Context: an optimization exercise on an open-source flow, tuned for a short achievable clock period and few clock cycles per item. The choices shown serve that exercise and are no tape-out recipe.
The RTL was checked by simulation tests, not by an equivalence proof against the original design.
No activity file was given, so power comes from the tool's default toggle rates.

==> run R: inputs <==
Design bbj_engine, start of the top module:
module bbj_engine (
    input  wire        clk,
    input  wire        rst,
    input  wire        frame_start,
    input  wire [1:0]  msg_kind,      
    input  wire [15:0] msg_mask,
    input  wire [15:0] step_budget,   
    output reg  [2:0]  run_state,     
    output reg         frame_done,
    output reg         mem_req,
    output reg         mem_we,
    output reg  [23:0] mem_addr,
    output reg  [7:0]  mem_wdata,
    input  wire        mem_ready,
    input  wire        mem_rvalid,
    input  wire [7:0]  mem_rdata,
    output wire        pix_valid,
    input  wire        pix_ready,
    output wire [23:0] pix_rgb
);
clock: 8.0 ns
lec_check: 0
cap_margin: 20
cell_pad_in_sites_detail_placement: 1
cell_pad_in_sites_global_placement: 2
core_margin: 2
core_utilization: 35
place_density: 0.45
setup_slack_margin: 3
slew_margin: 20
tns_end_percent: 5
run.sh (not shown) runs the stock make flow with config.mk's settings and CLKGATE_MAP_FILE= SYNTH_SCRIPT=/design/flow/synth_recipe.tcl, a recipe that flattens the netlist after the stock synthesis.
==> inputs of run G, as changes to run R <==
--- a/flow/design.v
+++ b/flow/design.v
@@ -16,14 +16,14 @@
     input  wire [7:0]  mem_rdata,
     output wire        pix_valid,
     input  wire        pix_ready,
     output wire [23:0] pix_rgb
 );
-    localparam NI  = 32;              
-    localparam NIB = 5;
-    localparam ND  = 32;              
-    localparam NDB = 5;
+    localparam NI  = 80;              
+    localparam NIB = 7;
+    localparam ND  = 80;              
+    localparam NDB = 7;
     localparam RS_IDLE    = 3'd1;
     localparam RS_RUNNING = 3'd2;
     localparam RS_HALTED  = 3'd4;
     localparam P_IDLE = 3'd0;
     localparam P_HALT = 3'd1;
@@ -413,11 +413,11 @@
                 if (df_put)
                     df_iss <= 1'b1;
                 if (dfill_commit) begin
                     dfill   <= 1'b0;
                     dv[drr] <= 1'b1;
-                    drr     <= drr + 1'b1;
+                    drr     <= (drr == ND - 1) ? {NDB{1'b0}} : drr + 1'b1;
                 end
                 if (ifill_start) begin
                     ifill  <= 1'b1;
                     fi_iss <= 4'd0;
                     fi_rcv <= 4'd0;
@@ -429,11 +429,11 @@
                 if (ifill_wr)
                     fi_rcv <= fi_rcv + 4'd1;
                 if (ifill_commit) begin
                     ifill   <= 1'b0;
                     iv[irr] <= 1'b1;
-                    irr     <= irr + 1'b1;
+                    irr     <= (irr == NI - 1) ? {NIB{1'b0}} : irr + 1'b1;
                 end
             end
             P_VID: begin
                 if (vid_put)
                     vid_iss <= 1'b1;
Settings changed: CORE_UTILIZATION 35 to 30, PLACE_DENSITY 0.45 to 0.4.
==> summary of the runs <==
Run R went through all stages and came out clean. Run G reached the layout checks and failed them: max-slew violations. Between run G and run R, the lower sequential share of layout area is in run R (gap 1.1 points). In run R the via count is lower than in run G, by 52%. Of run G and run R, run R has the higher setup slack (gap 0.35 ns). Of run R and run G, run G has the higher final cell count (gap about 55%, measured against run G). Of run G and run R, run G has the higher cell area (gap about 130%, measured against run R). Register-to-register slack: run R is better than run G (0.35 ns). Of run R and run G, run G has the higher die area (gap 61%, measured against run G). Of run G and run R, run G has the higher global-route usage (gap 0.78 points). Between run G and run R, the lower utilization is in run G (gap 4.0 points). Between run R and run G, the lower flip-flop and latch count is in run R (gap 6244).
==> figures <==
Switching Fraction: run G 0.240; run R 0.248
Antenna violations before repair: run G 483; run R 180
Worst-path cell with the longest stage delay: run G nor4bb_4; run R xnor2_1
Terminus of the critical flop-to-flop path: run G pca[22]; run R pca[8]
Maximum fanout count along the critical path: run G 8; run R 17
Worst setup path endpoint: run G pca[22]; run R pca[8]
Total core area: run G 1.71 mm²; run R 0.668 mm²
CP arrival: run G 6.99 ns; run R 6.50 ns
Clk pin slew, worst setup/hold paths: run G 0.06 ns; run R 0.07 ns
Status: run G finished with violations; run R finished clean
Violated checks: run G max-slew violations; run R -
Max Clock Freq: run G 172 MHz; run R 182 MHz
Multi-In Gates: run G 24300; run R 12900
Mean instance size in the synthesized netlist: run G 13.5 µm²; run R 12.3 µm²
Post-Route Utilization: run G 0.376; run R 0.416
Worst Hold Path EP: run G mask[9]; run R s_wdata[1]
Die footprint: run G 1.72 mm²; run R 0.677 mm²
Routed length per placed instance: run G 57.3 µm; run R 49.3 µm
Levels on crit path: run G 19; run R 14
Total buffers and inverters traversed by the critical path: run G 8; run R 4
First-pass GRT wire length: run G 4650 mm; run R 1870 mm
Leak Pwr: run G 215 nW; run R 92.0 nW
Testbench counts of run R, summed over its fixed seeds: cycles 3,932,932, frames 8.
Testbench counts of run G, summed over its fixed seeds: cycles 1,060,776, frames 8.

---

==> inputs of v18 <==
Another version of the RTL of bbj_engine (not shown whole).
## bbj_engine
module bbj_engine (
    input  wire        clk,
    input  wire        rst,
    input  wire        frame_start,
    input  wire [1:0]  msg_kind,      
    input  wire [15:0] msg_mask,
    input  wire [15:0] step_budget,   
    output reg  [2:0]  run_state,     
    output reg         frame_done,
    output reg         mem_req,
    output reg         mem_we,
    output reg  [23:0] mem_addr,
    output reg  [7:0]  mem_wdata,
    input  wire        mem_ready,
    input  wire        mem_rvalid,
    input  wire [7:0]  mem_rdata,
    output wire        pix_valid,
    input  wire        pix_ready,
    output wire [23:0] pix_rgb
);
make LEC_CHECK=0 CAP_MARGIN=30 CELL_PAD_IN_SITES_DETAIL_PLACEMENT=1 CELL_PAD_IN_SITES_GLOBAL_PLACEMENT=2 CORE_MARGIN=2 CORE_UTILIZATION=30 PLACE_DENSITY=0.4 SETUP_SLACK_MARGIN=3 SLEW_MARGIN=45 TNS_END_PERCENT=5 finish   # period 8.0 ns
==> v5: changes against v18 <==
--- a/flow/config.mk
+++ b/flow/config.mk
@@ -6,5 +6,5 @@
 export NUM_CORES = 4
 export LEC_CHECK = 0
-export CAP_MARGIN = 30
+export CAP_MARGIN = 20
 export CELL_PAD_IN_SITES_DETAIL_PLACEMENT = 1
 export CELL_PAD_IN_SITES_GLOBAL_PLACEMENT = 2
@@ -13,4 +13,4 @@
 export PLACE_DENSITY = 0.4
 export SETUP_SLACK_MARGIN = 3
-export SLEW_MARGIN = 45
+export SLEW_MARGIN = 20
 export TNS_END_PERCENT = 5
==> results by group <==
Status
  • Status: finished with violations
  • Layout check faults: slew limit

Worst setup path
  • FF-to-FF Start: pca[6]
  • CP required: a little over 9000 ps
  • R2r endpoint: pca[23]
  • Worst path bufs/invs: 8
  • Crit path to: pca[23]
  • CP cell instances: buf_16 -> buf_12 -> buf_16 -> buf_12 -> xor2_4 -> nor4_1 -> nand3_1 -> nor4_4 -> buf_12 -> buf_16 -> buf_4 -> a221oi_2 -> nand4_1 -> nor4_4 -> buf_6 -> o21ai_2 -> a21oi_2 -> o31ai_1

Power and ir drop
  • Comb group: 1.76 mW

Cells and area
  • Fill count: around 140k
  • Final net count: 33.01k
  • Share of post-route cells with drive strength above 1: 18.92%
  • Non-filler cells, final: 52.10k

Placement
  • Post-DP HPWL: between 1500 and 2000 mm
  • DP Area: 460100 µm²

STA
  • Final slew viol count: 9
  • Final Cycle Share: between 70% and 80%

Drt
  • Final wirelength: 2811 mm

CTS
  • Post-CTS sizing: approximately 960
# the run above: v5

==> results by group <==
Floorplan
  • Die W: roughly 1.2 mm

Worst setup path
  • Crit path to: pca[20]
  • Worst path bufs/invs: 7
  • CP required: 9210 ps
  • R2r endpoint: pca[20]

Worst hold path
  • Worst Hold End: lfsr[7]

Cells and area
  • Share of post-route cells with drive strength above 1: 19.13%
  • Final clock-cell share: 6.915%
  • Final net count: 32.99k
  • Fill count: 139.8k

CTS
  • Post-CTS sizing: 647

Drt
  • Final wirelength: 2764 mm

Status
  • Status: no timing/DRC/antenna violations

Placement
  • DP Area: roughly 470000 µm²
  • Post-DP HPWL: between 1500 and 2000 mm

STA
  • Final slew viol count: 0
  • # setup viols final: 0
# the run above: v18

Testbench counts of v18, summed over its fixed seeds: cycles 1,240,226, frames 8.
Testbench counts of v5, summed over its fixed seeds: cycles 1,240,226, frames 8.

[afterwards: timing with drivers on the ports]
In the flow no input, the clock included, has a driving cell. The finished layouts below were timed again as built, in two steps. Step 1 (the two cells are an assumption about what drives the block):
set clk [get_ports {clk}]
set_driving_cell -lib_cell sky130_fd_sc_hd__clkbuf_16 $clk
set_driving_cell -lib_cell sky130_fd_sc_hd__buf_2 [delete_from_list [all_inputs] $clk]
Step 2 also shifts input and output timing later by t, the mid clock arrival at the registers, as if the neighbouring blocks saw the same clock. Slacks: ideal / step 1 / step 2; pairs: ideal / step 1.
run	t, ns	setup slack, ns	hold WS [ns]	clock arrival spread, ns	worst register clock-pin slew, ns
run R	1.272	2.517 / 2.517 / 2.225	0.455 / 0.455 / 0.455	0.136 / 0.135	0.07 / 0.07
run G	1.578	2.169 / 2.169 / 1.572	0.455 / 0.450 / 0.455	0.197 / 0.196	0.07 / 0.07
v18	1.501	2.396 / 2.396 / 2.396	0.418 / 0.418 / 0.418	0.184 / 0.184	0.07 / 0.07
v5	1.544	2.244 / 2.244 / 2.244	0.408 / 0.408 / 0.408	0.190 / 0.190	0.07 / 0.07
For run G, which loses most, drivers alone change the setup slack by 0.000 ns; drivers and shift together by -0.597 ns.
